Context: an optimization exercise on an open-source flow, tuned for small area. The choices shown serve that exercise and are no tape-out recipe.
The RTL was checked by simulation tests, not by an equivalence proof against the original design.
Power figures rest on the tool's default switching activity, not on a simulated workload.

==> design/flow/design.v <==
module xt_fifo #(
    parameter W = 8
) (
    input  wire         clk,
    input  wire         rst,
    input  wire [1:0]   push_n,    
    input  wire [W-1:0] push_d,
    input  wire         pop,
    output wire         empty,
    output wire [2:0]   count,
    output wire [W-1:0] head,
    output wire [W-1:0] prev,
    output wire [1:0]   rd_at,
    output wire [4*W-1:0] ents
);
    reg [W-1:0] mem [0:3];
    reg [1:0]   rd_ptr;
    reg [2:0]   cnt;
    wire [1:0] wr_ptr = rd_ptr + cnt[1:0];
    wire [1:0] pv_ptr = rd_ptr - 1'b1;
    wire [1:0] wr_p1  = wr_ptr + 2'd1;
    wire [1:0] wr_p2  = wr_ptr + 2'd2;
    wire       do_pop = pop && (cnt != 0);
    assign empty = (cnt == 0);
    assign count = cnt;
    assign head  = mem[rd_ptr];
    assign prev  = mem[pv_ptr];
    assign rd_at = rd_ptr;
    assign ents  = {mem[3], mem[2], mem[1], mem[0]};
    always @(posedge clk) begin
        if (push_n >= 2'd1) mem[wr_ptr]        <= push_d;
        if (push_n >= 2'd2) mem[wr_p1] <= push_d;
        if (push_n >= 2'd3) mem[wr_p2] <= push_d;
    end
    always @(posedge clk) begin
        if (rst) begin
            rd_ptr <= 0;
            cnt    <= 0;
        end else begin
            if (do_pop) rd_ptr <= rd_ptr + 1'b1;
            cnt <= cnt + push_n - do_pop;
        end
    end
endmodule
module xt_rxring #(
    parameter CAP = 15,
    parameter AW  = 4,
    parameter CW  = 3
) (
    input  wire          clk,
    input  wire          rst,
    input  wire          push,
    input  wire [CW-1:0] push_c,
    input  wire          consume,      
    input  wire          clr_ovf,      
    output wire          nonempty,
    output wire [CW-1:0] head,
    output reg           overflow
);
    reg [CW-1:0] buf_mem [0:CAP-1];
    reg [AW-1:0] rd_off;
    reg [AW-1:0] wr_off;
    reg          full;
    wire [AW-1:0] wr_next = (wr_off == CAP - 1) ? {AW{1'b0}} : wr_off + 1'b1;
    wire [AW-1:0] rd_next = (rd_off == CAP - 1) ? {AW{1'b0}} : rd_off + 1'b1;
    wire          put     = push && !full;
    assign nonempty = (rd_off != wr_off) || full;
    assign head     = buf_mem[rd_off];
    always @(posedge clk) begin
        if (put) buf_mem[wr_off] <= push_c;
    end
    always @(posedge clk) begin
        if (rst) begin
            rd_off   <= 0;
            wr_off   <= 0;
            full     <= 1'b0;
            overflow <= 1'b0;
        end else begin
            if (clr_ovf) overflow <= 1'b0;
            if (push && full) overflow <= 1'b1;
            if (put) wr_off <= wr_next;
            if (consume) rd_off <= rd_next;
            if (consume) full <= 1'b0;
            else if (put && wr_next == rd_off) full <= 1'b1;
        end
    end
endmodule
module xmodem_tx (
    input  wire        clk,
    input  wire        rst,
    input  wire        rx_valid,
    input  wire [7:0]  rx_data,
    output wire        tx_valid,
    output wire [7:0]  tx_data,
    input  wire        tx_pop,
    input  wire        tick,
    input  wire        cmd_valid,
    input  wire [7:0]  cmd_op,
    input  wire [15:0] cmd_arg,
    output reg         rsp_valid,
    output reg  [1:0]  rsp_status,
    output reg  [63:0] rsp_data,
    output wire [9:0]  buf_raddr,
    input  wire [7:0]  buf_rdata,
    output wire        irq
);
    localparam [3:0] S_IDLE = 4'd0, S_AWAIT_MODE = 4'd1, S_WAIT_FRAME = 4'd2,
                     S_SEND_HEADER = 4'd3, S_SEND_SEQ = 4'd4, S_SEND_CSEQ = 4'd5,
                     S_SEND_DATA = 4'd6, S_SEND_CHECKSUM = 4'd7, S_AWAIT_ACK = 4'd8,
                     S_AWAIT_EOT_ACK = 4'd9, S_DONE = 4'd10, S_CANCELLED = 4'd11,
                     S_FAILED = 4'd12;
    localparam [1:0] ST_OK = 2'd0, ST_BUSY = 2'd1, ST_INVALID = 2'd2, ST_EMPTY = 2'd3;
    localparam [2:0] K_READY = 3'd0, K_ACKED = 3'd1, K_CANCELLED = 3'd3,
                     K_RETRIES = 3'd4, K_TIMEOUT = 3'd5;
    localparam [7:0] B_SOH = 8'h01, B_STX = 8'h02, B_EOT = 8'h04, B_ACK = 8'h06,
                     B_NAK = 8'h15, B_CAN = 8'h18, B_SUB = 8'h1A, B_C = 8'h43;
    localparam [7:0] ACK_TIMEOUT = 8'd200;
    localparam [3:0] MAX_RETRIES = 4'd10;
    reg [3:0]  state;
    reg        mode;
    reg [7:0]  seq;
    reg [10:0] data_len;
    reg [10:0] sent;
    reg        tidx;
    reg [3:0]  retry;
    reg [31:0] total;
    reg [7:0]  timer;
    reg [15:0] acc;           
    reg        tick_pend;
    reg [3:0]  rsp_reg;       
    reg [3:0]  rsp_ev;        
    reg        cap_txe;       
    reg        cap_ovf;
    wire short_f = (data_len != 11'd0) &&
                   (mode ? !data_len[10] : (data_len[10:7] == 4'd0));
    wire       ring_nonempty;
    wire [2:0] ring_head;
    wire       rx_overflow;
    wire [2:0]   txq_count;
    wire         txq_empty;
    wire [7:0]   txq_head;
    wire [7:0]   txq_prev;
    wire [1:0]   txq_rd;
    wire [31:0]  txq_ents;
    wire [2:0]   evq_count;
    wire         evq_empty;
    wire [32:0]  evq_head;
    wire [32:0]  evq_prev;
    wire [1:0]   evq_rd;
    wire [131:0] evq_ents;
    wire tx_full = txq_count[2];
    wire tx_lt3  = txq_count[2] | txq_count[1];      
    wire ev_full = evq_count[2];
    wire [2:0] rx_cls = {rx_data == B_CAN,
                         rx_data == B_NAK || rx_data == B_ACK,
                         rx_data == B_C   || rx_data == B_ACK};
    wire h_can = ring_head[2];
    wire h_nak = ring_head[1] & ~ring_head[0];
    wire h_ack = ring_head[1] &  ring_head[0];
    wire h_c   = ~ring_head[1] & ring_head[0];
    function [15:0] crc_byte;
        input [15:0] c;
        input [7:0]  d;
        reg   [7:0]  x;
        begin
            x = c[15:8] ^ d;
            x = x ^ {4'h0, x[7:4]};
            crc_byte = {c[7:0], 8'h00} ^ {x[3:0], 12'h000} ^ {3'b000, x, 5'b00000} ^ {8'h00, x};
        end
    endfunction
    wire st_idle  = (state == S_IDLE);
    wire st_mode  = (state == S_AWAIT_MODE);
    wire st_wait  = (state == S_WAIT_FRAME);
    wire st_hdr   = (state == S_SEND_HEADER);
    wire st_seq   = (state == S_SEND_SEQ);
    wire st_cseq  = (state == S_SEND_CSEQ);
    wire st_data  = (state == S_SEND_DATA);
    wire st_cks   = (state == S_SEND_CHECKSUM);
    wire st_ack   = (state == S_AWAIT_ACK);
    wire st_eot   = (state == S_AWAIT_EOT_ACK);
    wire st_ackish = st_ack | st_eot;
    wire active   = (state >= S_AWAIT_MODE) && (state <= S_AWAIT_EOT_ACK);
    wire in_send  = (state >= S_SEND_HEADER) && (state <= S_SEND_CHECKSUM);
    wire retry_max = (retry == MAX_RETRIES);
    wire timer_one = (timer == 8'd1);
    wire timer_nz  = (timer != 8'd0);
    wire last_data = mode ? (sent[9:0] == 10'h3FF) : (sent[6:0] == 7'h7F);
    wire op_read   = (cmd_op == 8'h01);
    wire op_pop    = (cmd_op == 8'h03);
    wire op_start  = (cmd_op == 8'h30);
    wire op_send   = (cmd_op == 8'h31);
    wire op_over   = (cmd_op == 8'h32);
    wire op_cancel = (cmd_op == 8'h33);
    wire op_clr    = (cmd_op == 8'h34);
    wire arg_bad   = (cmd_arg == 16'd0) ||
                     (mode ? (cmd_arg > 16'd1024) : (cmd_arg > 16'd128));
    wire pop_arg   = (cmd_arg[7:0] == 8'd2);
    wire c_start  = cmd_valid & op_start & ~active;
    wire c_send   = cmd_valid & op_send & st_wait & ~arg_bad;
    wire c_over   = cmd_valid & op_over & st_wait & ~tx_full;
    wire c_cancel = cmd_valid & op_cancel & active & ~tx_lt3;
    wire c_pop    = cmd_valid & op_pop & pop_arg & ~evq_empty;
    wire c_clr    = cmd_valid & op_clr;
    reg [1:0] n_rsp_status;
    always @(*) begin
        n_rsp_status = ST_INVALID;
        if (op_read) begin
            if (cmd_arg[7:0] >= 8'h06 && cmd_arg[7:0] <= 8'h09) n_rsp_status = ST_OK;
        end else if (op_pop) begin
            if (pop_arg) n_rsp_status = evq_empty ? ST_EMPTY : ST_OK;
        end else if (op_start) begin
            n_rsp_status = active ? ST_BUSY : ST_OK;
        end else if (op_send) begin
            if (active) n_rsp_status = !st_wait ? ST_BUSY : (arg_bad ? ST_INVALID : ST_OK);
        end else if (op_over) begin
            if (active) n_rsp_status = (!st_wait || tx_full) ? ST_BUSY : ST_OK;
        end else if (op_cancel) begin
            if (active) n_rsp_status = tx_lt3 ? ST_BUSY : ST_OK;
        end else if (op_clr) begin
            n_rsp_status = ST_OK;
        end
    end
    wire [3:0] n_rsp_reg = {4{cmd_valid & op_read}} &
                           {cmd_arg[7:0] == 8'h09, cmd_arg[7:0] == 8'h08,
                            cmd_arg[7:0] == 8'h07, cmd_arg[7:0] == 8'h06};
    wire [3:0] n_rsp_ev  = {4{c_pop}} & {evq_rd == 2'd3, evq_rd == 2'd2,
                                         evq_rd == 2'd1, evq_rd == 2'd0};
    wire t_go  = ~cmd_valid & tick_pend & ~(timer_one & (tx_lt3 | ev_full));
    wire t_dec = t_go & timer_nz;           
    wire t_exp = t_go & timer_one;
    wire b_go = ~cmd_valid & ~t_go & ring_nonempty;
    wire b_ready = b_go & st_mode & (h_c | h_nak) & ~ev_full;
    wire b_can   = b_go & active & h_can & ~ev_full;
    wire b_ack   = b_go & st_ack & h_ack & ~ev_full & ~(short_f & tx_full);
    wire b_done  = b_go & st_eot & h_ack & ~ev_full;
    wire b_exh   = b_go & st_ackish & h_nak & retry_max & ~tx_lt3 & ~ev_full;
    wire b_nakr  = b_go & st_ack & h_nak & ~retry_max;
    wire b_eotn  = b_go & st_eot & h_nak & ~retry_max & ~tx_full;
    wire b_oth   = b_go & st_ackish & ~h_can & ~h_ack & ~h_nak;
    wire held    = (st_mode & (h_c | h_nak) & ev_full) |
                   (active & h_can & ev_full) |
                   (st_ack & h_ack & (ev_full | (short_f & tx_full))) |
                   (st_eot & h_ack & ev_full) |
                   (st_ackish & h_nak & retry_max & (tx_lt3 | ev_full)) |
                   (st_eot & h_nak & ~retry_max & tx_full);
    wire consume = b_go & ~held;
    wire e_go   = ~cmd_valid & ~t_go & ~consume & in_send & ~tx_full;
    wire e_data = e_go & st_data;
    wire e_cks  = e_go & st_cks;
    wire e_end  = e_cks & (~mode | tidx);   
    wire [7:0] data_byte = (sent < data_len) ? buf_rdata : B_SUB;
    wire [15:0] crc_nx   = crc_byte(acc, data_byte);
    wire [7:0]  sum_nx   = acc[7:0] + data_byte;
    reg [7:0] e_byte;
    always @(*) begin
        case (state[2:0])
            3'd3:    e_byte = {6'd0, mode, ~mode};
            3'd4:    e_byte = seq;
            3'd5:    e_byte = ~seq;
            3'd6:    e_byte = data_byte;
            default: e_byte = (mode & ~tidx) ? acc[15:8] : acc[7:0];
        endcase
    end
    wire push_can = c_cancel | t_exp | b_exh;
    wire push_eot = c_over | (b_ack & short_f) | b_eotn;
    wire [1:0] tx_push_n = push_can ? 2'd3 : {1'b0, push_eot | e_go};
    wire [7:0] tx_push_b = e_go ? e_byte : (push_can ? B_CAN : B_EOT);
    wire ev_push = b_ready | b_can | b_ack | b_done | b_exh | t_exp;
    wire [2:0] ev_kind = b_ack ? K_ACKED : b_can ? K_CANCELLED : b_exh ? K_RETRIES :
                         t_exp ? K_TIMEOUT : K_READY;
    wire [7:0] ev_seq  = b_ready ? {7'd0, h_c} : seq;
    wire [32:0] ev_rec = b_done ? {1'b1, total} :
                         {1'b0, 10'd0, data_len & {11{b_ack}}, ev_seq, ev_kind, short_f & b_ack};
    reg [3:0] n_state;
    always @(*) begin
        n_state = state;
        if (c_start)                 n_state = S_AWAIT_MODE;
        if (c_send | b_nakr)         n_state = S_SEND_HEADER;
        if (c_over)                  n_state = S_AWAIT_EOT_ACK;
        if (c_cancel | b_can)        n_state = S_CANCELLED;
        if (t_exp | b_exh)           n_state = S_FAILED;
        if (b_ready)                 n_state = S_WAIT_FRAME;
        if (b_ack)                   n_state = short_f ? S_AWAIT_EOT_ACK : S_WAIT_FRAME;
        if (b_done)                  n_state = S_DONE;
        if (e_go & (st_hdr | st_seq | st_cseq)) n_state = state + 4'd1;
        if (e_data & last_data)      n_state = S_SEND_CHECKSUM;
        if (e_end)                   n_state = S_AWAIT_ACK;
    end
    wire tmr_load = c_over | b_oth | (b_ack & short_f) | b_eotn | e_end;
    wire tmr_zero = c_cancel | b_can | b_exh | b_done | (b_ack & ~short_f) | b_nakr;
    always @(posedge clk) begin
        if (rst) begin
            state      <= S_IDLE;
            mode       <= 1'b0;
            seq        <= 8'h01;
            data_len   <= 11'd0;
            sent       <= 11'd0;
            tidx       <= 1'b0;
            retry      <= 4'd0;
            total      <= 32'd0;
            timer      <= 8'd0;
            tick_pend  <= 1'b0;
            rsp_valid  <= 1'b0;
        end else begin
            state <= n_state;
            if (c_start)      mode <= 1'b0;
            else if (b_ready) mode <= h_c;
            if (c_start)      seq <= 8'h01;
            else if (b_ack)   seq <= seq + 8'd1;
            if (c_start)      data_len <= 11'd0;
            else if (c_send)  data_len <= cmd_arg[10:0];
            if (c_start | c_send | b_nakr) sent <= 11'd0;
            else if (e_data)  sent <= sent + 11'd1;
            if (c_start)      tidx <= 1'b0;
            else if (e_cks & mode) tidx <= ~tidx;
            if (c_start | b_ack) retry <= 4'd0;
            else if (b_nakr | b_eotn) retry <= retry + 4'd1;
            if (c_start)      total <= 32'd0;
            else if (b_ack)   total <= total + {21'd0, data_len};
            if (tmr_load)      timer <= ACK_TIMEOUT;
            else if (tmr_zero) timer <= 8'd0;
            else if (t_dec)    timer <= timer - 8'd1;
            tick_pend <= (tick_pend & ~t_go) | tick;
            rsp_valid <= cmd_valid;
        end
    end
    always @(posedge clk) begin
        if (e_go & st_cseq) acc <= 16'h0000;
        else if (e_data)    acc <= mode ? crc_nx : {8'h00, sum_nx};
        rsp_status <= n_rsp_status;
        rsp_reg    <= n_rsp_reg;
        rsp_ev     <= n_rsp_ev;
        cap_txe    <= txq_empty;
        cap_ovf    <= rx_overflow;
    end
    assign buf_raddr = sent[9:0];
    reg  [32:0] evo;
    integer     ei;
    always @(*) begin
        evo = 33'd0;
        for (ei = 0; ei < 4; ei = ei + 1)
            if (rsp_ev[ei]) evo = evo | evq_ents[33*ei +: 33];
    end
    wire        ev_any  = |rsp_ev;
    wire        ev_done = evo[32];
    always @(*) begin
        rsp_data = 64'd0;
        if (rsp_reg[0]) rsp_data = rsp_data | {32'd0, 6'd0, cap_txe, tidx, 4'd0, retry, seq,
                                               timer_nz, cap_ovf, short_f, mode, state};
        if (rsp_reg[1]) rsp_data = rsp_data | {32'd0, 5'd0, data_len, 5'd0, sent};
        if (rsp_reg[2]) rsp_data = rsp_data | {32'd0, total};
        if (rsp_reg[3]) rsp_data = rsp_data | {56'd0, timer};
        if (ev_done)    rsp_data = rsp_data | {evo[31:0], 24'd0, 8'h32};
        else if (ev_any)
                        rsp_data = rsp_data | {31'd0, evo[0], 5'd0, evo[22:12], evo[11:4],
                                               5'b00110, evo[3:1]};
    end
    xt_rxring #(.CAP(15), .AW(4), .CW(3)) u_ring (
        .clk      (clk),
        .rst      (rst),
        .push     (rx_valid),
        .push_c   (rx_cls),
        .consume  (consume),
        .clr_ovf  (c_clr),
        .nonempty (ring_nonempty),
        .head     (ring_head),
        .overflow (rx_overflow)
    );
    xt_fifo #(.W(8)) u_txq (
        .clk     (clk),
        .rst     (rst),
        .push_n  (tx_push_n),
        .push_d  (tx_push_b),
        .pop     (tx_pop),
        .empty   (txq_empty),
        .count   (txq_count),
        .head    (txq_head),
        .prev    (txq_prev),
        .rd_at   (txq_rd),
        .ents    (txq_ents)
    );
    xt_fifo #(.W(33)) u_evq (
        .clk     (clk),
        .rst     (rst),
        .push_n  ({1'b0, ev_push}),
        .push_d  (ev_rec),
        .pop     (c_pop),
        .empty   (evq_empty),
        .count   (evq_count),
        .head    (evq_head),
        .prev    (evq_prev),
        .rd_at   (evq_rd),
        .ents    (evq_ents)
    );
    assign tx_valid = !txq_empty;
    assign tx_data  = txq_head;
    assign irq      = !evq_empty;
endmodule
==> design/flow/flow/run.sh <==
#!/bin/bash
# The standard ORFS layout with three changes:
#  - after the standard synthesis (unchanged), its combinational logic
#    is mapped again by ABC for area (flow/resyn.ys); the registers are left
#    untouched, and the result is proven equal to the standard netlist
#    (flow/equiv.ys) before it replaces it;
#  - the smallest buffer on the ports;
#  - small clock-tree buffers and no CTS dummy loads.
# Each tool writes its full output to a log file here (and ORFS's own logs
# under orfs/logs).
set -euo pipefail
here=$PWD
lib=$FLOW_HOME/platforms/$FLOW_PLATFORM/lib/sky130_fd_sc_hd__tt_025C_1v80.lib
res=$here/orfs/results/$FLOW_PLATFORM/xmodem_tx/base
export BUFFER_PORTS_ARGS="-buffer_cell sky130_fd_sc_hd__buf_1"
export CTS_ARGS="-sink_clustering_enable -repair_clock_nets -sink_clustering_size 10 -sink_clustering_max_diameter 40 -buf_list sky130_fd_sc_hd__clkbuf_4 -dont_use_dummy_load"

bash standard.sh synth > make_synth.log 2>&1
cp "$res/1_2_yosys.v" ref_netlist.v

in=ref_netlist.v
for pass in 1 2 3; do
  sed -e "s|@IN@|$here/$in|; s|@OUT@|$here/resyn_$pass.v|g; s|@LIB@|$lib|g; s|@ABC@|$here/flow/area.abc|" \
    flow/resyn.ys > resyn_$pass.ys
  yosys -s resyn_$pass.ys > yosys_resyn_$pass.log 2>&1
  in=resyn_$pass.v
done
sed -e "s|@REF@|$here/ref_netlist.v|; s|@NEW@|$here/$in|; s|@LIB@|$lib|" flow/equiv.ys > equiv_run.ys
if yosys -s equiv_run.ys > yosys_equiv.log 2>&1; then
  cp "$in" "$res/1_2_yosys.v"
  rm -f "$res/1_synth.odb" "$res/1_synth.sdc"
else
  echo "re-mapped netlist not proven equal; keeping the standard one" > resyn_skipped.txt
fi

bash standard.sh finish > make_finish.log 2>&1
==> design/flow/flow/area.abc <==
&get -n
&st
&syn2
&dc2
&dch -f
&nf -R 1000 -p
&st
&syn2
&dc2
&dch -f
&nf -R 1000 -p
&st
&syn2
&dc2
&dch -f
&nf -R 1000 -p
&put
topo
stime -c
==> design/flow/flow/equiv.ys <==
# Prove the re-mapped netlist (@NEW@) equal to the standard one (@REF@),
# registers paired by instance name.
read_liberty -ignore_miss_func -overwrite @LIB@
read_verilog @REF@
rename xmodem_tx gold
read_verilog @NEW@
rename xmodem_tx gate
flatten
opt_clean
equiv_make gold gate eq
hierarchy -top eq
equiv_simple -seq 2
equiv_induct
equiv_status -assert
==> design/flow/flow/resyn.ys <==
# Re-map the combinational logic of the standard synthesis (@IN@) for
# area. Every register instance is kept as it is (same name, cell and
# connections): the register cells stay black boxes, every other cell is
# replaced by its library function and the logic is mapped again by ABC.
read_liberty -ignore_miss_func -overwrite @LIB@
read_verilog @IN@
hierarchy -top xmodem_tx
blackbox sky130_fd_sc_hd__edfxtp_1 sky130_fd_sc_hd__dfxtp_1
setattr -set keep 1 t:sky130_fd_sc_hd__edfxtp_1 t:sky130_fd_sc_hd__dfxtp_1
flatten
hierarchy -top xmodem_tx
opt -purge
abc -script @ABC@ -liberty @LIB@ -dont_use sky130_fd_sc_hd__lpflow_bleeder_1 -dont_use sky130_fd_sc_hd__lpflow_clkbufkapwr_1 -dont_use sky130_fd_sc_hd__lpflow_clkbufkapwr_16 -dont_use sky130_fd_sc_hd__lpflow_clkbufkapwr_2 -dont_use sky130_fd_sc_hd__lpflow_clkbufkapwr_4 -dont_use sky130_fd_sc_hd__lpflow_clkbufkapwr_8 -dont_use sky130_fd_sc_hd__lpflow_clkinvkapwr_1 -dont_use sky130_fd_sc_hd__lpflow_clkinvkapwr_16 -dont_use sky130_fd_sc_hd__lpflow_clkinvkapwr_2 -dont_use sky130_fd_sc_hd__lpflow_clkinvkapwr_4 -dont_use sky130_fd_sc_hd__lpflow_clkinvkapwr_8 -dont_use sky130_fd_sc_hd__lpflow_decapkapwr_12 -dont_use sky130_fd_sc_hd__lpflow_decapkapwr_3 -dont_use sky130_fd_sc_hd__lpflow_decapkapwr_4 -dont_use sky130_fd_sc_hd__lpflow_decapkapwr_6 -dont_use sky130_fd_sc_hd__lpflow_decapkapwr_8 -dont_use sky130_fd_sc_hd__lpflow_inputiso0n_1 -dont_use sky130_fd_sc_hd__lpflow_inputiso0p_1 -dont_use sky130_fd_sc_hd__lpflow_inputiso1n_1 -dont_use sky130_fd_sc_hd__lpflow_inputiso1p_1 -dont_use sky130_fd_sc_hd__lpflow_inputisolatch_1 -dont_use sky130_fd_sc_hd__lpflow_isobufsrc_1 -dont_use sky130_fd_sc_hd__lpflow_isobufsrc_16 -dont_use sky130_fd_sc_hd__lpflow_isobufsrc_2 -dont_use sky130_fd_sc_hd__lpflow_isobufsrc_4 -dont_use sky130_fd_sc_hd__lpflow_isobufsrc_8 -dont_use sky130_fd_sc_hd__lpflow_isobufsrckapwr_16 -dont_use sky130_fd_sc_hd__lpflow_lsbuf_lh_hl_isowell_tap_1 -dont_use sky130_fd_sc_hd__lpflow_lsbuf_lh_hl_isowell_tap_2 -dont_use sky130_fd_sc_hd__lpflow_lsbuf_lh_hl_isowell_tap_4 -dont_use sky130_fd_sc_hd__lpflow_lsbuf_lh_isowell_4 -dont_use sky130_fd_sc_hd__lpflow_lsbuf_lh_isowell_tap_1 -dont_use sky130_fd_sc_hd__lpflow_lsbuf_lh_isowell_tap_2 -dont_use sky130_fd_sc_hd__lpflow_lsbuf_lh_isowell_tap_4 -dont_use sky130_fd_sc_hd__probe_p_8 -dont_use sky130_fd_sc_hd__probec_p_8 
opt_clean -purge
hilomap -singleton -hicell sky130_fd_sc_hd__conb_1 HI -locell sky130_fd_sc_hd__conb_1 LO
splitnets
insbuf -buf sky130_fd_sc_hd__buf_4 A X
opt_clean -purge
tee -o @OUT@.stat stat -liberty @LIB@
write_verilog -noattr -nohex -nodec @OUT@
==> design/flow/standard.sh <==
#!/bin/bash
# synth_recipe.tcl (not shown) runs the flow's synth.tcl, then flattens the netlist and writes it again
# the make line also repeats each setting of config.mk as NAME=value (left out here)
make -C /OpenROAD-flow-scripts/flow DESIGN_CONFIG=/design/flow/config.mk WORK_HOME=/design/flow/orfs CLKGATE_MAP_FILE= SYNTH_SCRIPT=/design/flow/synth_recipe.tcl "${@:-finish}"
==> design/flow/config.mk <==
export PLATFORM = sky130hd
export DESIGN_NAME = xmodem_tx
export DESIGN_NICKNAME = xmodem_tx
export VERILOG_FILES = /design/flow/design.v
export SDC_FILE = /design/flow/constraint.sdc
export NUM_CORES = 4
export LEC_CHECK = 0
export CAP_MARGIN = 20
export CORE_MARGIN = 5
export CORE_UTILIZATION = 40
export SLEW_MARGIN = 20
==> design/flow/constraint.sdc <==
create_clock -name core_clock -period 8.0 [get_ports {clk}]
set_input_delay 1.6000 -clock core_clock [delete_from_list [all_inputs] [get_ports {clk}]]
set_output_delay 1.6000 -clock core_clock [all_outputs]
set_load 0.01 [all_outputs]
==> impl_metrics.ini, run 1 <==
[global_route]
grt_usage_pct = 21.1
antenna_found_initial = 1
grt_pass1_vias = 11787
overflow = 0
grt_max_degree = 49
grt_pass1_wl_mm = 69.4

[sta]
setup_tns_ns = 0
holdWs_ns = 0.336
timing.fmax_mhz = 140
period_share_pct = 89.6
finClkSkew_ns = 0.112
slew_headroom_pct = 30.9
slew_violations = 0
setup_viol = 0
rsz0062_at_grt = no
worstMarginPinSlew_ns = 1.03
finalCriticalPeriod_ns = 7.16
hold_viol_final = 0

[die]
rows = 71
die_x_um = 206
initial_core_util_pct = 40.6
dieArea_sq_um = 42300
die_h_um = 206
core_sq_um = 37800
io_pins = 133

[routing]
viasPerCell = 5.78
route.vias.total = 12198
wl_met1_mm = 18.9
ant_nets = 0
wl_met3_mm = 2.61
wirelength_mm = 45.0
drt_iter0_markers = 1149
met2_wirelength_mm = 22.2
maxUsedRoutingLayer = met4
dr.pass1.iters = 6
wl_per_cell_um = 21.3
drc = 0

[power_and_ir_drop]
swShare_pct = 22.6
comb_power_share_pct = 3.9
powerDensity_nw_per_um2 = 167
clockPowerShare_pct = 29.3
power_frac_seq_pct = 66.8
intPower_mw = 2.19
p_sw_mw = 0.642
leakagePower_nw = 5.40
ir_drop_v = 0.000108

[job]
drv_cap = 0

[worst_setup_path]
cp_max_fo = 6
crit_arrival_ns = 7.83
path_class = register to register
path_buf_inv = 0
critPathLaunchType = register
crit_path_end_kind = register
slowest_stage = maj3_1
slowest_delay_ns = 0.41
crit_path_frequent_cell = and3_1
cp_top_family = simple AND/OR/NAND/NOR gates
required_ns = 8.67

[finish]
n_fill_cell = 3654
nets = 1647
mostFrequentLayoutCells = edfxtp_1, nand2_1, dfxtp_1
largest_register_ffs = 132
layout_commonest_cell = edfxtp_1
synthToLayoutAreaGrowth_pct = 10.8
regMostFlops = u_evq.mem
drive_above_1_share_pct = 6.19
top_regs = u_evq.mem (132), u_ring.buf_mem (45)

[cts]
htree_levels = 2
clockBufferDepth = 3
clock_latency_ns = 0.75
cts_buffers = 48
cts_tree = done
clk_pin_slew_ns = 0.11
ctsResizeCount = 0
cts-root-buf = clkbuf_4
hold_buffers = 0
cts_setup_buffers = 0
cts_sinks = 345

[placed_design]
gp_congestion = 0.927
place_hpwl_mm = 31.3
port_buffers = 132

[logic_synthesis]
yosysWarnings = 4
netlist_area_sq_um = 15300
syn_area_per_cell_sq_um = 10.9
synthCells = 1405
synth_nets = 1451

[outcome]
outcome = complete, no violations

[worst_hold_path]
hold_class = register to register
-- power groups by stage --
| stage | clock network (mW) | registers [mW] | logic [mW] |
|---|---|---|---|
| final | 0.832 | 1.89 | 0.111 |
| after global routing | 0.943 | 1.90 | 0.124 |
| after CTS | 0.860 | 1.89 | 0.111 |
| after detailed placement | 0 | 1.93 | 0.111 |
| after global placement | 0 | 1.93 | 0.109 |
| after floorplan | 0 | 1.93 | 0.0680 |
-- per-layer routing --
layer | vias up | global-route usage, %
met3 | 83 | 3.67
li1 | 5804 | -
met4 | 0 | 6.11
met1 | 5960 | 27.3
met5 | - | 0
met2 | 351 | 36.4
-- final timing paths --
kind,start,end,slack [ns],cells after the start
setup / recovery,data_len[0]$_SDFFE_PP0P_,total[31]$_SDFFE_PP0N_,0.84,27
hold / removal,u_ring.overflow$_SDFFE_PP0P_,cap_ovf$_DFF_P_,0.34,0
setup reg to reg,data_len[0]$_SDFFE_PP0P_,total[31]$_SDFFE_PP0N_,0.84,27
hold reg to reg,u_ring.overflow$_SDFFE_PP0P_,cap_ovf$_DFF_P_,0.34,0
-- through the flow --
stage	total power, mW	std cells	utilization (%)	area (sq um)	worst slack, ns
after floorplan	2.00	1405	-	15300	1.43
after global placement	2.04	2062	44.0	16600	1.09
after detailed placement	2.05	2062	44.0	16600	0.918
after CTS	2.86	2110	45.0	17000	0.884
after global routing	2.96	2111	45.0	17000	0.264
final	2.84	2111	45.0	17000	0.836
-- area by class of cell --
class,instances,area (sq um),area share (%)
sequential,345,9000,53.0
clock buffer,48,360,2.12
antenna,1,2.50,0.0147
multi-input combinational,1014,6170,36.4
timing repair buffer,156,676,3.98
inverter,36,135,0.796
tap,511,639,3.76
==> inputs of run 2 (changes only) <==
--- a/design/flow/config.mk
+++ b/design/flow/config.mk
@@ -7,5 +7,5 @@
 export LEC_CHECK = 0
 export CAP_MARGIN = 20
 export CORE_MARGIN = 5
-export CORE_UTILIZATION = 40
+export CORE_UTILIZATION = 65
 export SLEW_MARGIN = 20
==> impl_metrics.ini, run 2 <==
[sta]
hold_viol_final = 0
timing.fmax_mhz = 138
setup_tns_ns = 0
finalCriticalPeriod_ns = 7.23
slew_headroom_pct = 27.9
rsz0062_at_grt = no
worstMarginPinSlew_ns = 1.08
slew_violations = 0
holdWs_ns = 0.399
setup_viol = 0
finClkSkew_ns = 0.0567
period_share_pct = 90.3

[finish]
nets = 1645
top_regs = u_evq.mem (132), u_ring.buf_mem (45)
drive_above_1_share_pct = 6.01
regMostFlops = u_evq.mem
mostFrequentLayoutCells = edfxtp_1, nand2_1, dfxtp_1
synthToLayoutAreaGrowth_pct = 9.12
layout_commonest_cell = edfxtp_1
n_fill_cell = 1809
multiInputGateArea_sq_um = 6170
largest_register_ffs = 132
final_util_pct = 71.7
register_area_sq_um = 9000

[worst_setup_path]
cp_top_family = simple AND/OR/NAND/NOR gates
crit_path_end_kind = register
slowest_delay_ns = 0.41
path_buf_inv = 0
rrSetupSlack_ns = 0.77
regToRegEndpoint = total[31]$_SDFFE_PP0N_
rr_startpoint = data_len[0]$_SDFFE_PP0P_
required_ns = 8.58
rr_worst_depth = 27
slowest_stage = maj3_1
crit_arrival_ns = 7.81
path_class = register to register
cp_max_fo = 6
crit_path_frequent_cell = and3_1
critPathLaunchType = register

[cts]
cts_sinks = 345
hold_buffers = 0
cts_buffers = 44
cts-root-buf = clkbuf_4
cts_setup_buffers = 0
clk_pin_slew_ns = 0.10
ctsResizeCount = 0
clock_latency_ns = 0.68
htree_levels = 2
cts_tree = done
clockBufferDepth = 3

[placed_design]
gp_congestion = 0.948
port_buffers = 132
place_hpwl_mm = 27.5

[worst_hold_path]
hold_class = register to register
min_path_cells = 0
hold-path-endpoint = cap_ovf$_DFF_P_
worstHoldStart = u_ring.overflow$_SDFFE_PP0P_

[job]
drv_cap = 0

[logic_synthesis]
yosysWarnings = 4
synth_nets = 1451
syn_area_per_cell_sq_um = 10.9
synthCells = 1405
netlist_area_sq_um = 15300

[die]
rows = 56
io_pins = 133
die_h_um = 164
core_sq_um = 23300
die_x_um = 164
initial_core_util_pct = 65.7
dieArea_sq_um = 26800

[global_route]
grt_pass1_wl_mm = 63.1
antenna_found_initial = 1
grt_max_degree = 49
overflow = 0
grt_pass1_vias = 11506
grt_usage_pct = 30.1

[power_and_ir_drop]
ir_drop_v = 0.000155
leakagePower_nw = 5.39
p_total_mw = 2.79
powerDensity_nw_per_um2 = 167

[routing]
dr.pass1.iters = 8
drc = 0
wirelength_mm = 40.6
drt_iter0_markers = 1426
route.vias.total = 12359
viasPerCell = 6.45
wl_per_cell_um = 21.2
ant_nets = 0

[outcome]
outcome = complete, no violations
run 2: changes by cell type in the layout (fill, tap and decap cells not counted):
| cell | previous run | this run |
|---|---|---|
| nand2b_1 | 25 | 26 |
| buf_4 | 24 | 26 |
| nand2b_2 | 1 | 0 |
| clkbuf_4 | 48 | 44 |
| or2_1 | 1 | 0 |
| or2_0 | 7 | 8 |
run 2: layout make-up:
| class | count | area share (%) |
|---|---|---|
| sequential | 345 | 53.8 |
| multi-input combinational | 1014 | 36.9 |
| timing repair buffer | 158 | 4.13 |
| tap | 319 | 2.39 |
| clock buffer | 44 | 1.97 |
| inverter | 36 | 0.808 |
| antenna | 1 | 0.0150 |
run 2: per-stage QoR:
stage	std cells	setup slack, ns	instance area [sq um]
final	1917	0.774	16700
after global routing	1917	0.199	16700
after floorplan	1405	1.43	15300
after global placement	1871	1.08	16400
after detailed placement	1871	0.857	16400
after CTS	1915	0.832	16700
run 2: metal layers:
layer  wire [um]  global-route usage, %
met1       16700                   41.4
met2       19500                   49.8
met3        3240                   4.44
met4        1210                   9.87
met5           0                      0
run 2: how the worst max path moves through the flow:
stage / end / start / depth (start not counted) / slack [ns]
final: total[31]$_SDFFE_PP0N_ / data_len[0]$_SDFFE_PP0P_ / 27 / 0.77
after global placement: total[31]$_SDFFE_PP0N_ / data_len[0]$_SDFFE_PP0P_ / 27 / 1.08
after floorplan: total[31]$_SDFFE_PP0N_ / data_len[0]$_SDFFE_PP0P_ / 27 / 1.43
after detailed placement: total[31]$_SDFFE_PP0N_ / data_len[0]$_SDFFE_PP0P_ / 27 / 0.86
after global routing: total[31]$_SDFFE_PP0N_ / total[0]$_SDFFE_PP0N_ / 27 / 0.20
after CTS: total[31]$_SDFFE_PP0N_ / total[0]$_SDFFE_PP0N_ / 27 / 0.83
run 2: report_power, final:
group | switching [mW] | internal, mW
clock network | 0.531 | 0.254
registers | 0.0175 | 1.88
logic | 0.0669 | 0.0439
total | 0.616 | 2.17
==> inputs of run 3 (changes only) <==
--- a/design/flow/config.mk
+++ b/design/flow/config.mk
@@ -5,7 +5,7 @@
 export SDC_FILE = /design/flow/constraint.sdc
 export NUM_CORES = 4
 export LEC_CHECK = 0
-export CAP_MARGIN = 20
+export CAP_MARGIN = 0
 export CORE_MARGIN = 5
 export CORE_UTILIZATION = 65
-export SLEW_MARGIN = 20
+export SLEW_MARGIN = 0
==> impl_metrics.ini, run 3 <==
[outcome]
outcome = complete, no violations

[sta]
worst_slack_ns = 0.776
rsz0062_at_grt = no
finalCriticalPeriod_ns = 7.22
setup_tns_ns = 0
setup_viol = 0
finClkSkew_ns = 0.0613
hold_viol_final = 0
slew_violations = 0
worstMarginPinSlew_ns = 1.10
timing.fmax_mhz = 138
holdWs_ns = 0.406
period_share_pct = 90.3
slew_headroom_pct = 26.1

[worst_setup_path]
slowest_delay_ns = 0.41
path_class = register to register
critPathLaunchType = register
slowest_stage = maj3_1
cp_top_family = simple AND/OR/NAND/NOR gates
crit_path_frequent_cell = and3_1
crit_path_end_kind = register
crit_arrival_ns = 7.81
required_ns = 8.58
cp_max_fo = 6
path_buf_inv = 0

[die]
die_h_um = 164
die_x_um = 164
initial_core_util_pct = 65.7
io_pins = 133
core_sq_um = 23300
dieArea_sq_um = 26800
rows = 56

[cts]
clockBufferDepth = 3
clock_latency_ns = 0.68
clk_pin_slew_ns = 0.10
cts_tree = done
cts_buffers = 44
hold_buffers = 0
ctsResizeCount = 0
cts-root-buf = clkbuf_4
cts_setup_buffers = 0
htree_levels = 2
cts_sinks = 345

[routing]
drc = 0
drt_iter0_markers = 1316
wirelength_mm = 40.6
viasPerCell = 6.43
route.vias.total = 12311
dr.pass1.iters = 9
wl_per_cell_um = 21.2
ant_nets = 0

[logic_synthesis]
synthCells = 1405
yosysWarnings = 4
synth_nets = 1451
netlist_area_sq_um = 15300
syn_area_per_cell_sq_um = 10.9

[global_route]
grt_pass1_vias = 11506
antenna_found_initial = 1
overflow = 0
grt_pass1_wl_mm = 63.1
grt_usage_pct = 30.1
grt_max_degree = 49

[placed_design]
place_hpwl_mm = 27.5
dpl_worst_slack_ns = 0.857
gp_congestion = 0.948
port_buffers = 132
placed_cell_area_sq_um = 16400

[power_and_ir_drop]
swShare_pct = 22.0
p_total_mw = 2.79
intPower_mw = 2.17
powerDensity_nw_per_um2 = 167
leakagePower_nw = 5.39
clockPowerShare_pct = 28.1
comb_power_share_pct = 4.0
ir_drop_v = 0.000156
p_sw_mw = 0.613
power_frac_seq_pct = 67.9

[job]
drv_cap = 0

[finish]
layout_commonest_cell = edfxtp_1
regMostFlops = u_evq.mem
drive_above_1_share_pct = 5.89
design_area_sq_um = 16700
top_regs = u_evq.mem (132), u_ring.buf_mem (45)
mostFrequentLayoutCells = edfxtp_1, nand2_1, dfxtp_1
nets = 1644
largest_register_ffs = 132
synthToLayoutAreaGrowth_pct = 9.04

[worst_hold_path]
hold_class = register to register
[run 3: final cells by class]
class | instances | area [sq um]
Tap cell | 319 | 399
Fill cell | 1808 | 6620
Sequential cell | 345 | 9000
Clock buffer | 44 | 330
Antenna cell | 1 | 2.50
Timing Repair Buffer | 157 | 683
Inverter | 36 | 135
Multi-Input combinational cell | 1014 | 6170
[run 3: layer usage]
| layer | up-vias | share of wire [%] | global-route usage (%) |
|---|---|---|---|
| met1 | 5834 | 41 | 41.4 |
| met3 | 85 | 8.5 | 4.44 |
| met5 | - | 0 | 0 |
| met2 | 597 | 48 | 49.8 |
| li1 | 5795 | - | - |
| met4 | 0 | 2.7 | 9.87 |
[run 3: power by group through the flow]
stage	combinational [mW]	clock [mW]	sequential (mW)
after CTS	0.110	0.797	1.89
after global routing	0.121	0.881	1.90
after floorplan	0.0680	0	1.93
after global placement	0.107	0	1.93
after detailed placement	0.109	0	1.93
final	0.110	0.783	1.89
[run 3: stage by stage]
step                std cells  util (%)
finish                   1916      71.6
global route             1916      71.6
CTS                      1915      71.6
detailed placement       1871      70.2
global placement         1871      70.2
floorplan                1405         -
[run 3: worst paths after layout]
kind | depth (start not counted) | slack [ns] | endpoint | start
max | 27 | 0.78 | total[31]$_SDFFE_PP0N_ | data_len[0]$_SDFFE_PP0P_
min | 0 | 0.41 | cap_ovf$_DFF_P_ | u_ring.overflow$_SDFFE_PP0P_
max reg2reg | 27 | 0.78 | total[31]$_SDFFE_PP0N_ | data_len[0]$_SDFFE_PP0P_
min reg2reg | 0 | 0.41 | cap_ovf$_DFF_P_ | u_ring.overflow$_SDFFE_PP0P_
==> inputs of run 4 (changes only) <==
--- a/design/flow/design.v
+++ b/design/flow/design.v
@@ -1,36 +1,34 @@
 module xt_fifo #(
     parameter W = 8
 ) (
-    input  wire         clk,
-    input  wire         rst,
-    input  wire [1:0]   push_n,    
-    input  wire [W-1:0] push_d,
-    input  wire         pop,
-    output wire         empty,
-    output wire [2:0]   count,
-    output wire [W-1:0] head,
-    output wire [W-1:0] prev,
-    output wire [1:0]   rd_at,
+    input  wire           clk,
+    input  wire           rst,
+    input  wire [1:0]     push_n,    
+    input  wire [W-1:0]   push_d,
+    input  wire           pop,
+    output wire           empty,
+    output wire [2:0]     count,
+    output reg  [W-1:0]   head,
+    output wire [1:0]     rd_at,
     output wire [4*W-1:0] ents
 );
-    reg [W-1:0] mem [0:3];
-    reg [1:0]   rd_ptr;
-    reg [2:0]   cnt;
+    reg [4*W-1:0] mem;
+    reg [1:0]     rd_ptr;
+    reg [2:0]     cnt;
     wire [1:0] wr_ptr = rd_ptr + cnt[1:0];
-    wire [1:0] pv_ptr = rd_ptr - 1'b1;
-    wire [1:0] wr_p1  = wr_ptr + 2'd1;
-    wire [1:0] wr_p2  = wr_ptr + 2'd2;
     wire       do_pop = pop && (cnt != 0);
     assign empty = (cnt == 0);
     assign count = cnt;
-    assign head  = mem[rd_ptr];
-    assign prev  = mem[pv_ptr];
     assign rd_at = rd_ptr;
-    assign ents  = {mem[3], mem[2], mem[1], mem[0]};
+    assign ents  = mem;
+    integer i;
+    always @(*) head = mem[W*rd_ptr +: W];
+    reg [1:0] off;
     always @(posedge clk) begin
-        if (push_n >= 2'd1) mem[wr_ptr]        <= push_d;
-        if (push_n >= 2'd2) mem[wr_p1] <= push_d;
-        if (push_n >= 2'd3) mem[wr_p2] <= push_d;
+        for (i = 0; i < 4; i = i + 1) begin
+            off = i[1:0] - wr_ptr;
+            if (off < push_n) mem[W*i +: W] <= push_d;
+        end
     end
     always @(posedge clk) begin
         if (rst) begin
@@ -54,20 +52,22 @@
     input  wire          consume,      
     input  wire          clr_ovf,      
     output wire          nonempty,
-    output wire [CW-1:0] head,
+    output reg  [CW-1:0] head,
     output reg           overflow
 );
-    reg [CW-1:0] buf_mem [0:CAP-1];
-    reg [AW-1:0] rd_off;
-    reg [AW-1:0] wr_off;
-    reg          full;
+    reg [CW*CAP-1:0] slots;
+    reg [AW-1:0]     rd_off;
+    reg [AW-1:0]     wr_off;
+    reg              full;
     wire [AW-1:0] wr_next = (wr_off == CAP - 1) ? {AW{1'b0}} : wr_off + 1'b1;
     wire [AW-1:0] rd_next = (rd_off == CAP - 1) ? {AW{1'b0}} : rd_off + 1'b1;
     wire          put     = push && !full;
     assign nonempty = (rd_off != wr_off) || full;
-    assign head     = buf_mem[rd_off];
+    integer i;
+    always @(*) head = slots[CW*rd_off +: CW];
     always @(posedge clk) begin
-        if (put) buf_mem[wr_off] <= push_c;
+        for (i = 0; i < CAP; i = i + 1)
+            if (put && wr_off == i) slots[CW*i +: CW] <= push_c;
     end
     always @(posedge clk) begin
         if (rst) begin
@@ -139,13 +139,11 @@
     wire [2:0]   txq_count;
     wire         txq_empty;
     wire [7:0]   txq_head;
-    wire [7:0]   txq_prev;
     wire [1:0]   txq_rd;
     wire [31:0]  txq_ents;
     wire [2:0]   evq_count;
     wire         evq_empty;
     wire [32:0]  evq_head;
-    wire [32:0]  evq_prev;
     wire [1:0]   evq_rd;
     wire [131:0] evq_ents;
     wire tx_full = txq_count[2];
@@ -375,7 +373,6 @@
         .empty   (txq_empty),
         .count   (txq_count),
         .head    (txq_head),
-        .prev    (txq_prev),
         .rd_at   (txq_rd),
         .ents    (txq_ents)
     );
@@ -388,7 +385,6 @@
         .empty   (evq_empty),
         .count   (evq_count),
         .head    (evq_head),
-        .prev    (evq_prev),
         .rd_at   (evq_rd),
         .ents    (evq_ents)
     );
--- a/design/flow/flow/run.sh
+++ b/design/flow/flow/run.sh
@@ -1,7 +1,8 @@
 #!/bin/bash
 # The standard ORFS layout with three changes:
 #  - after the standard synthesis (unchanged), its combinational logic
-#    is mapped again by ABC for area (flow/resyn.ys); the registers are left
+#    is mapped again by ABC for area (flow/resyn.ys, six passes with
+#    flow/area.abc and flow/area2.abc, the smallest kept); the registers are left
 #    untouched, and the result is proven equal to the standard netlist
 #    (flow/equiv.ys) before it replaces it;
 #  - the smallest buffer on the ports;
@@ -18,13 +19,25 @@
 bash standard.sh synth > make_synth.log 2>&1
 cp "$res/1_2_yosys.v" ref_netlist.v
 
+# six passes, alternating two ABC scripts; the smallest netlist is kept
 in=ref_netlist.v
-for pass in 1 2 3; do
-  sed -e "s|@IN@|$here/$in|; s|@OUT@|$here/resyn_$pass.v|g; s|@LIB@|$lib|g; s|@ABC@|$here/flow/area.abc|" \
+best=
+best_area=
+pass=0
+for abc in area.abc area2.abc area.abc area2.abc area.abc area2.abc; do
+  pass=$((pass + 1))
+  sed -e "s|@IN@|$here/$in|; s|@OUT@|$here/resyn_$pass.v|g; s|@LIB@|$lib|g; s|@ABC@|$here/flow/$abc|; s|@TAG@|$pass|" \
     flow/resyn.ys > resyn_$pass.ys
   yosys -s resyn_$pass.ys > yosys_resyn_$pass.log 2>&1
   in=resyn_$pass.v
+  area=$(awk '/Chip area/ {print $NF}' resyn_$pass.v.stat)
+  if [[ -z "$best" ]] || awk -v a="$area" -v b="$best_area" 'BEGIN { exit !(a < b) }'; then
+    best=resyn_$pass.v
+    best_area=$area
+  fi
 done
+echo "kept $best ($best_area um2)" > resyn_kept.txt
+in=$best
 sed -e "s|@REF@|$here/ref_netlist.v|; s|@NEW@|$here/$in|; s|@LIB@|$lib|" flow/equiv.ys > equiv_run.ys
 if yosys -s equiv_run.ys > yosys_equiv.log 2>&1; then
   cp "$in" "$res/1_2_yosys.v"
==> design/flow/flow/area2.abc (new file) <==
&get -n
&st
&dsdb
&syn2
&dch -f
&nf -R 1000 -p
&st
&syn4
&dch -f
&nf -R 1000 -p
&put
topo
stime -c
==> design/flow/flow/equiv.ys (replaced) <==
# Prove the re-mapped netlist (@NEW@) equal to the standard one (@REF@),
# registers paired by instance name (only the ports and the registers'
# state keep their names, so nothing else is paired).
read_liberty -ignore_miss_func -overwrite @LIB@
read_verilog @REF@
rename xmodem_tx gold
read_verilog @NEW@
rename xmodem_tx gate
flatten
opt_clean
rename -hide w:* i:* o:* %u %d w:*.IQ %d
equiv_make gold gate eq
hierarchy -top eq
equiv_simple
equiv_induct
equiv_status -assert
--- a/design/flow/flow/resyn.ys
+++ b/design/flow/flow/resyn.ys
@@ -16,5 +16,6 @@
 splitnets
 insbuf -buf sky130_fd_sc_hd__buf_4 A X
 opt_clean -purge
+rename -enumerate -pattern rsyn@TAG@_%_
 tee -o @OUT@.stat stat -liberty @LIB@
 write_verilog -noattr -nohex -nodec @OUT@
==> design/flow/config.mk (replaced) <==
export PLATFORM = sky130hd
export DESIGN_NAME = xmodem_tx
export DESIGN_NICKNAME = xmodem_tx
export VERILOG_FILES = /design/flow/design.v
export SDC_FILE = /design/flow/constraint.sdc
export NUM_CORES = 4
export LEC_CHECK = 0
export CAP_MARGIN = 20
export CORE_MARGIN = 5
export CORE_UTILIZATION = 40
export SLEW_MARGIN = 20
==> impl_metrics.ini, run 4 <==
[worst_setup_path]
critPathLaunchType = register
crit_path_frequent_cell = and3_1
path_class = register to register
slowest_delay_ns = 0.41
crit_path_end_kind = register
crit_arrival_ns = 7.34
required_ns = 8.62
slowest_stage = maj3_1
cp_max_fo = 6

[sta]
holdWs_ns = 0.371
setup_tns_ns = 0
timing.fmax_mhz = 149
rsz0062_at_grt = no
setup_viol = 0
finalCriticalPeriod_ns = 6.72
finClkSkew_ns = 0.0821
worstMarginPinSlew_ns = 1.09
period_share_pct = 84.0
slew_headroom_pct = 27.3
slew_violations = 0
hold_viol_final = 0

[routing]
wl_per_cell_um = 21.5
drt_iter0_markers = 1227
wirelength_mm = 45.9
drc = 0
ant_nets = 0
viasPerCell = 5.87
dr.pass1.iters = 6
route.vias.total = 12559

[logic_synthesis]
yosysWarnings = 4
synth_nets = 1477
netlist_area_sq_um = 15300
syn_area_per_cell_sq_um = 10.7
synthCells = 1431

[finish]
top_regs = u_evq.mem (132), u_ring.slots (45)
nets = 1673
regMostFlops = u_evq.mem
layout_commonest_cell = edfxtp_1
n_fill_cell = 3680
largest_register_ffs = 132
design_area_sq_um = 16900
synthToLayoutAreaGrowth_pct = 11.1
drive_above_1_share_pct = 5.66
mostFrequentLayoutCells = edfxtp_1, nand2_1, buf_1, nor2_1, dfxtp_1

[outcome]
outcome = complete, no violations

[cts]
cts_buffers = 48
cts_tree = done
clockBufferDepth = 3
clk_pin_slew_ns = 0.10
hold_buffers = 0
cts_setup_buffers = 0
htree_levels = 2
cts-root-buf = clkbuf_4
ctsResizeCount = 0
clock_latency_ns = 0.73
cts_sinks = 339

[global_route]
grt_max_degree = 39
overflow = 0
antenna_found_initial = 2
grt_pass1_vias = 11870
grt_pass1_wl_mm = 69.9
grt_usage_pct = 21.3

[placed_design]
placed_cell_area_sq_um = 16600
place_hpwl_mm = 31.8
port_buffers = 132
gp_congestion = 0.916

[die]
rows = 71
die_h_um = 205
core_sq_um = 37700
die_x_um = 205
io_pins = 133
initial_core_util_pct = 40.5
dieArea_sq_um = 42100

[worst_hold_path]
hold_class = register to register

[job]
drv_cap = 0

[power_and_ir_drop]
p_total_mw = 2.75
powerDensity_nw_per_um2 = 163
leakagePower_nw = 5.38
ir_drop_v = 0.000104
run 4: metal layers:
metal | vias up | GRT usage, % | share of wire [%]
li1 | 5915 | - | -
met1 | 6065 | 28.8 | 42
met2 | 497 | 35.8 | 48
met3 | 82 | 3.45 | 7.4
met4 | 0 | 5.86 | 2.5
met5 | - | 0 | 0
run 4: where the power goes:
part           leakage, nW  switching [mW]  total [mW]  internal (mW)
Clock                0.221           0.546       0.821          0.275
Sequential            2.98          0.0101        1.85           1.84
Combinational         2.18          0.0552      0.0844         0.0293
run 4: worst paths after layout:
check                                from                      to  slack, ns  cells after the start
max                 total[0]$_SDFFE_PP0N_  total[31]$_SDFFE_PP0N_       1.28                     29
min          u_ring.overflow$_SDFFE_PP0P_         cap_ovf$_DFF_P_       0.37                      0
max reg2reg         total[0]$_SDFFE_PP0N_  total[31]$_SDFFE_PP0N_       1.28                     29
min reg2reg  u_ring.overflow$_SDFFE_PP0P_         cap_ovf$_DFF_P_       0.37                      0
run 4: final cells by class:
class / count / area (sq um) / share of cell area (%)
Tap cell: 511 / 639 / 3.77
Inverter: 36 / 135 / 0.798
Timing Repair Buffer: 156 / 681 / 4.02
Clock buffer: 48 / 360 / 2.13
Antenna cell: 2 / 5.00 / 0.0295
Sequential cell: 339 / 8880 / 52.4
Multi-Input combinational cell: 1046 / 6240 / 36.8
run 4: metrics by stage:
| step | utilization, % | instances | worst slack, ns |
|---|---|---|---|
| after CTS | 44.9 | 2135 | 1.37 |
| after floorplan | - | 1431 | 1.81 |
| final | 45.0 | 2138 | 1.28 |
| after global placement | 44.0 | 2087 | 1.46 |
| after detailed placement | 44.0 | 2087 | 1.40 |
| after global routing | 45.0 | 2138 | 0.829 |
run 4: worst max-delay path: cells and delay by family (launching register included):
family	cells	cell delay (ns)
and+or+nand+nor	21	3.60
AOI/OAI and AO/OA	2	0.27
adders and majority gates	6	2.40
DFF	1	0.37
==> inputs of run 5 (changes only) <==
--- a/design/flow/design.v
+++ b/design/flow/design.v
@@ -127,8 +127,9 @@
     reg [7:0]  timer;
     reg [15:0] acc;           
     reg        tick_pend;
-    reg [3:0]  rsp_reg;       
-    reg [3:0]  rsp_ev;        
+    reg        rsp_isreg;     
+    reg        rsp_isev;      
+    reg [1:0]  rsp_idx;
     reg        cap_txe;       
     reg        cap_ovf;
     wire short_f = (data_len != 11'd0) &&
@@ -221,8 +222,6 @@
     wire [3:0] n_rsp_reg = {4{cmd_valid & op_read}} &
                            {cmd_arg[7:0] == 8'h09, cmd_arg[7:0] == 8'h08,
                             cmd_arg[7:0] == 8'h07, cmd_arg[7:0] == 8'h06};
-    wire [3:0] n_rsp_ev  = {4{c_pop}} & {evq_rd == 2'd3, evq_rd == 2'd2,
-                                         evq_rd == 2'd1, evq_rd == 2'd0};
     wire t_go  = ~cmd_valid & tick_pend & ~(timer_one & (tx_lt3 | ev_full));
     wire t_dec = t_go & timer_nz;           
     wire t_exp = t_go & timer_one;
@@ -326,12 +325,15 @@
         if (e_go & st_cseq) acc <= 16'h0000;
         else if (e_data)    acc <= mode ? crc_nx : {8'h00, sum_nx};
         rsp_status <= n_rsp_status;
-        rsp_reg    <= n_rsp_reg;
-        rsp_ev     <= n_rsp_ev;
+        rsp_isreg  <= |n_rsp_reg;
+        rsp_isev   <= c_pop;
+        rsp_idx    <= c_pop ? evq_rd : cmd_arg[1:0] ^ 2'b10;    
         cap_txe    <= txq_empty;
         cap_ovf    <= rx_overflow;
     end
     assign buf_raddr = sent[9:0];
+    wire [3:0]  rsp_reg = {4{rsp_isreg}} & (4'b0001 << rsp_idx);
+    wire [3:0]  rsp_ev  = {4{rsp_isev}} & (4'b0001 << rsp_idx);
     reg  [32:0] evo;
     integer     ei;
     always @(*) begin
--- a/design/flow/config.mk
+++ b/design/flow/config.mk
@@ -8,4 +8,5 @@
 export CAP_MARGIN = 20
 export CORE_MARGIN = 5
 export CORE_UTILIZATION = 40
+export GPL_TIMING_DRIVEN = 0
 export SLEW_MARGIN = 20
==> impl_metrics.ini, run 5 <==
[outcome]
outcome = complete, no violations

[global_route]
grt_pass1_wl_mm = 69.4
grt_pass1_vias = 11786
antenna_found_initial = 2
grt_max_degree = 31
grt_usage_pct = 21.2
overflow = 0

[worst_setup_path]
crit_arrival_ns = 8.08
path_class = register to register
path_buf_inv = 1
required_ns = 8.65
crit_path_end_kind = register
regToRegEndpoint = total[31]$_SDFFE_PP0N_
critPathLaunchType = register
cp.depth = 25
cp-startpoint = u_ring.rd_off[1]$_SDFFE_PP0P_
rrSetupSlack_ns = 0.57
slowest_stage = nor2b_1
rr_startpoint = u_ring.rd_off[1]$_SDFFE_PP0P_
crit_path_frequent_cell = and3_1
slowest_delay_ns = 0.77
cp_max_fo = 17
endpoint = total[31]$_SDFFE_PP0N_
rr_worst_depth = 25
cp_top_family = simple AND/OR/NAND/NOR gates

[placed_design]
place_hpwl_mm = 33.3
port_buffers = 132
dpl_worst_slack_ns = 0.779
placed_cells = 2087
gp_congestion = 0.933
placed_cell_area_sq_um = 16800

[die]
rows = 71
die_h_um = 205
core_sq_um = 37500
io_pins = 133
initial_core_util_pct = 40.4
dieArea_sq_um = 41800
die_x_um = 205

[sta]
worst_slack_ns = 0.571
timing.fmax_mhz = 135
worstMarginPinSlew_ns = 1.03
rsz0062_at_grt = no
setup_tns_ns = 0
setup_viol = 0
hold_viol_final = 0
slew_headroom_pct = 30.5
finClkSkew_ns = 0.116
finalCriticalPeriod_ns = 7.43
period_share_pct = 92.9
slew_violations = 0
holdWs_ns = 0.372

[logic_synthesis]
yosysWarnings = 4
netlist_area_sq_um = 15100
synthCells = 1410
synth_nets = 1456
syn_area_per_cell_sq_um = 10.7

[cts]
cts_tree = done
clock_latency_ns = 0.75
hold_buffers = 0
cts_sinks = 335
htree_levels = 2
cts-root-buf = clkbuf_4
clockBufferDepth = 3
cts_setup_buffers = 0
ctsResizeCount = 0
cts_buffers = 47
clk_pin_slew_ns = 0.08

[finish]
layout_commonest_cell = edfxtp_1
multiInputGateArea_sq_um = 6220
mostFrequentLayoutCells = edfxtp_1, nor2_1, a21oi_1
largest_register_ffs = 132
drive_above_1_share_pct = 7.21
n_fill_cell = 3650
top_regs = u_evq.mem (132), u_ring.slots (45)
register_area_sq_um = 8800
nets = 1671
stdcell_count = 2136
regMostFlops = u_evq.mem
final_util_pct = 45.7
synthToLayoutAreaGrowth_pct = 13.3
design_area_sq_um = 17100

[routing]
drc = 0
dr.pass1.iters = 8
viasPerCell = 5.82
drt_iter0_markers = 1229
wl_per_cell_um = 21.4
route.vias.total = 12430
wirelength_mm = 45.7
ant_nets = 0

[power_and_ir_drop]
leakagePower_nw = 5.63
powerDensity_nw_per_um2 = 173
ir_drop_v = 0.0000932
p_sw_mw = 0.742
clockPowerShare_pct = 27.4
intPower_mw = 2.22
power_frac_seq_pct = 64.1
comb_power_share_pct = 8.5
swShare_pct = 25.1
p_total_mw = 2.96

[worst_hold_path]
hold_class = register to register
min_path_cells = 0

[job]
drv_cap = 0
run 5: worst min-delay path by stage:
stage,startpoint,endpoint,slack [ns]
4_1_cts,u_ring.overflow$_SDFFE_PP0P_,cap_ovf$_DFF_P_,0.37
6_report,u_ring.overflow$_SDFFE_PP0P_,cap_ovf$_DFF_P_,0.37
3_5_place_dp,u_ring.overflow$_SDFFE_PP0P_,cap_ovf$_DFF_P_,0.36
3_3_place_gp,u_ring.overflow$_SDFFE_PP0P_,cap_ovf$_DFF_P_,0.35
5_1_grt,u_ring.overflow$_SDFFE_PP0P_,cap_ovf$_DFF_P_,0.38
2_1_floorplan,u_ring.overflow$_SDFFE_PP0P_,cap_ovf$_DFF_P_,0.33
run 5: final cells by class:
type / count / area share (%)
diodes: 2 / 0.0292
plain buffers: 10 / 0.438
clock buffers: 47 / 2.06
inverters: 41 / 0.897
multi-input cells: 1024 / 36.3
flip-flops and latches: 335 / 51.3
well taps: 511 / 3.73
repair buffers: 166 / 5.25
run 5: metal layers:
metal  vias to the layer above  global-route usage (%)  wire length (um)
li1                       5835                       -                 -
met1                      6061                    28.7             19500
met2                       450                    35.4             22000
met3                        82                    3.67              3000
met4                         2                    6.20              1110
met5                         -                       0                13
run 5: power by group through the flow:
| stage | Sequential (mW) | Clock (mW) | Combinational [mW] |
|---|---|---|---|
| floorplan | 1.92 | 0 | 0.158 |
| global route | 1.90 | 0.912 | 0.273 |
| CTS | 1.90 | 0.843 | 0.249 |
| detailed placement | 1.94 | 0 | 0.248 |
| global placement | 1.94 | 0 | 0.233 |
| finish | 1.90 | 0.811 | 0.250 |
==> inputs of run 6 (changes only) <==
--- a/design/flow/config.mk
+++ b/design/flow/config.mk
@@ -8,5 +8,4 @@
 export CAP_MARGIN = 20
 export CORE_MARGIN = 5
 export CORE_UTILIZATION = 40
-export GPL_TIMING_DRIVEN = 0
 export SLEW_MARGIN = 20
==> impl_metrics.ini, run 6 <==
[sta]
slew_violations = 0
hold_viol_final = 0
setup_viol = 0
holdWs_ns = 0.368
finClkSkew_ns = 0.0870
setup_tns_ns = 0
worstMarginPinSlew_ns = 1.08
rsz0062_at_grt = no
timing.fmax_mhz = 149
finalCriticalPeriod_ns = 6.69
period_share_pct = 83.6
slew_headroom_pct = 28.0

[global_route]
grt_pass1_vias = 11538
grt_pass1_wl_mm = 68.5
overflow = 0
antenna_found_initial = 1
grt_max_degree = 41
grt_usage_pct = 20.9

[placed_design]
place_hpwl_mm = 31.8
gp_congestion = 0.961
port_buffers = 132
placed_cells = 2069
placed_cell_area_sq_um = 16500

[routing]
wirelength_mm = 45.1
wl_per_cell_um = 21.3
drt_iter0_markers = 1081
ant_nets = 0
viasPerCell = 5.79
dr.pass1.iters = 7
route.vias.total = 12245
drc = 0

[finish]
drive_above_1_share_pct = 5.80
nets = 1652
register_area_sq_um = 8800
design_area_sq_um = 16800
synthToLayoutAreaGrowth_pct = 11.0
multiInputGateArea_sq_um = 6170
top_regs = u_evq.mem (132), u_ring.slots (45)
n_fill_cell = 3606
mostFrequentLayoutCells = edfxtp_1, nor2_1, a21oi_1
largest_register_ffs = 132
stdcell_count = 2116
final_util_pct = 44.8
regMostFlops = u_evq.mem
layout_commonest_cell = edfxtp_1

[cts]
clock_latency_ns = 0.70
clk_pin_slew_ns = 0.10
clockBufferDepth = 3
htree_levels = 2
ctsResizeCount = 0
cts_setup_buffers = 0
hold_buffers = 0
cts_buffers = 46
cts_sinks = 335
cts_tree = done
cts-root-buf = clkbuf_4

[worst_setup_path]
crit_path_frequent_cell = and3_1
path_cells = nor2b_1 -> nand2_1 -> and3_1 -> o31ai_1 -> and3_1 -> nand2_1 -> or3_1 -> nor2_1 -> o21ai_0 -> nor2_1 -> and3_1 -> and3_1 -> and3_1 -> and2_0 -> and3_1 -> and2_0 -> and3_1 -> and2_0 -> and3_1 -> and2_0 -> and3_1 -> and2_0 -> and3_1 -> nor3_1
path_class = register to register
crit_arrival_ns = 7.22
cp_max_fo = 17
slowest_delay_ns = 0.80
cp_top_family = simple AND/OR/NAND/NOR gates
required_ns = 8.53
slowest_stage = dfxtp_1
crit_path_end_kind = register
path_buf_inv = 0
critPathLaunchType = register

[logic_synthesis]
syn_area_per_cell_sq_um = 10.7
yosysWarnings = 4
netlist_area_sq_um = 15100
synth_nets = 1456
synthCells = 1410

[power_and_ir_drop]
ir_drop_v = 0.0000801
powerDensity_nw_per_um2 = 175
leakagePower_nw = 5.46

[outcome]
outcome = complete, no violations

[die]
initial_core_util_pct = 40.4
io_pins = 133
dieArea_sq_um = 41800
die_x_um = 205
core_sq_um = 37500
rows = 71
die_h_um = 205

[job]
drv_cap = 0

[worst_hold_path]
hold_class = register to register
==> run 6: power breakdown <==
part           total [mW]  switching (mW)  internal, mW
Sequential           1.90          0.0396          1.86
Clock               0.798           0.534         0.264
Combinational       0.242           0.157        0.0844
==> run 6: layout make-up <==
class / count / area share [%]
Tap cell: 511 / 3.81
Sequential cell: 335 / 52.4
Clock buffer: 46 / 2.06
Antenna cell: 1 / 0.0149
Multi-Input combinational cell: 1024 / 36.7
Inverter: 41 / 0.916
Timing Repair Buffer: 158 / 4.11
==> run 6: metrics by stage <==
| stage | setup WS, ns | total power, mW |
|---|---|---|
| after floorplan | 0.538 | 2.08 |
| after global placement | 1.55 | 2.17 |
| after detailed placement | 1.38 | 2.18 |
| after CTS | 1.39 | 2.97 |
| after global routing | 0.706 | 3.06 |
| final | 1.31 | 2.94 |
==> run 6: worst reg2reg max path: cells and delay by family, from the launching register on <==
family | cells | cell delay, ns
and+or+nand+nor | 22 | 5.16
DFF | 1 | 0.80
AOI/OAI and AO/OA | 2 | 0.65
==> run 6: worst paths after layout <==
kind | cells past startpoint | start | slack, ns | end
max | 24 | u_ring.rd_off[1]$_SDFFE_PP0P_ | 1.31 | total[31]$_SDFFE_PP0N_
min reg2reg | 0 | u_ring.overflow$_SDFFE_PP0P_ | 0.37 | cap_ovf$_DFF_P_
min | 0 | u_ring.overflow$_SDFFE_PP0P_ | 0.37 | cap_ovf$_DFF_P_
max reg2reg | 24 | u_ring.rd_off[1]$_SDFFE_PP0P_ | 1.31 | total[31]$_SDFFE_PP0N_
==> run 6: per-layer routing <==
layer,global-route usage (%),vias up,share of wire [%]
li1,-,5782,-
met4,6.25,0,3.0
met2,34.2,449,47
met5,0,-,0
met1,29.0,5928,43
met3,3.02,86,6.8

[afterwards: timing with drivers on the ports]
The results above use ideal ports. As a check the final layouts listed here were re-extracted and re-timed, cells and wires unchanged. Step 1: set_driving_cell puts a clkbuf_16 on clk and a buf_2 on each other input, an assumption about the parent block. Step 2, shift: input delay + t, output delay - t, t = (earliest + latest rising clock arrival at the registers) / 2. This alone moves slack from input paths to output paths. Three values: ideal ports, drivers, drivers and shift; two values: the first two.
| run | t, ns | setup slack, ns | worst hold slack (ns) | clock arrival spread, ns | slew at the worst register clock pin (ns) |
|---|---|---|---|---|---|
| run 1 | 0.735 | 0.836 / 0.836 / 0.836 | 0.336 / 0.336 / 0.336 | 0.112 / 0.112 | 0.11 / 0.11 |
| run 2 | 0.697 | 0.774 / 0.774 / 0.774 | 0.399 / 0.399 / 0.399 | 0.057 / 0.056 | 0.12 / 0.12 |
| run 3 | 0.702 | 0.776 / 0.776 / 0.776 | 0.406 / 0.406 / 0.406 | 0.062 / 0.062 | 0.11 / 0.11 |
| run 4 | 0.731 | 1.276 / 1.276 / 1.276 | 0.371 / 0.371 / 0.371 | 0.083 / 0.082 | 0.11 / 0.11 |
| run 5 | 0.736 | 0.571 / 0.571 / 0.571 | 0.372 / 0.372 / 0.372 | 0.116 / 0.116 | 0.11 / 0.11 |
| run 6 | 0.708 | 1.308 / 1.308 / 1.308 | 0.368 / 0.368 / 0.368 | 0.087 / 0.087 | 0.11 / 0.11 |
After both steps setup and hold are still met in every run listed.
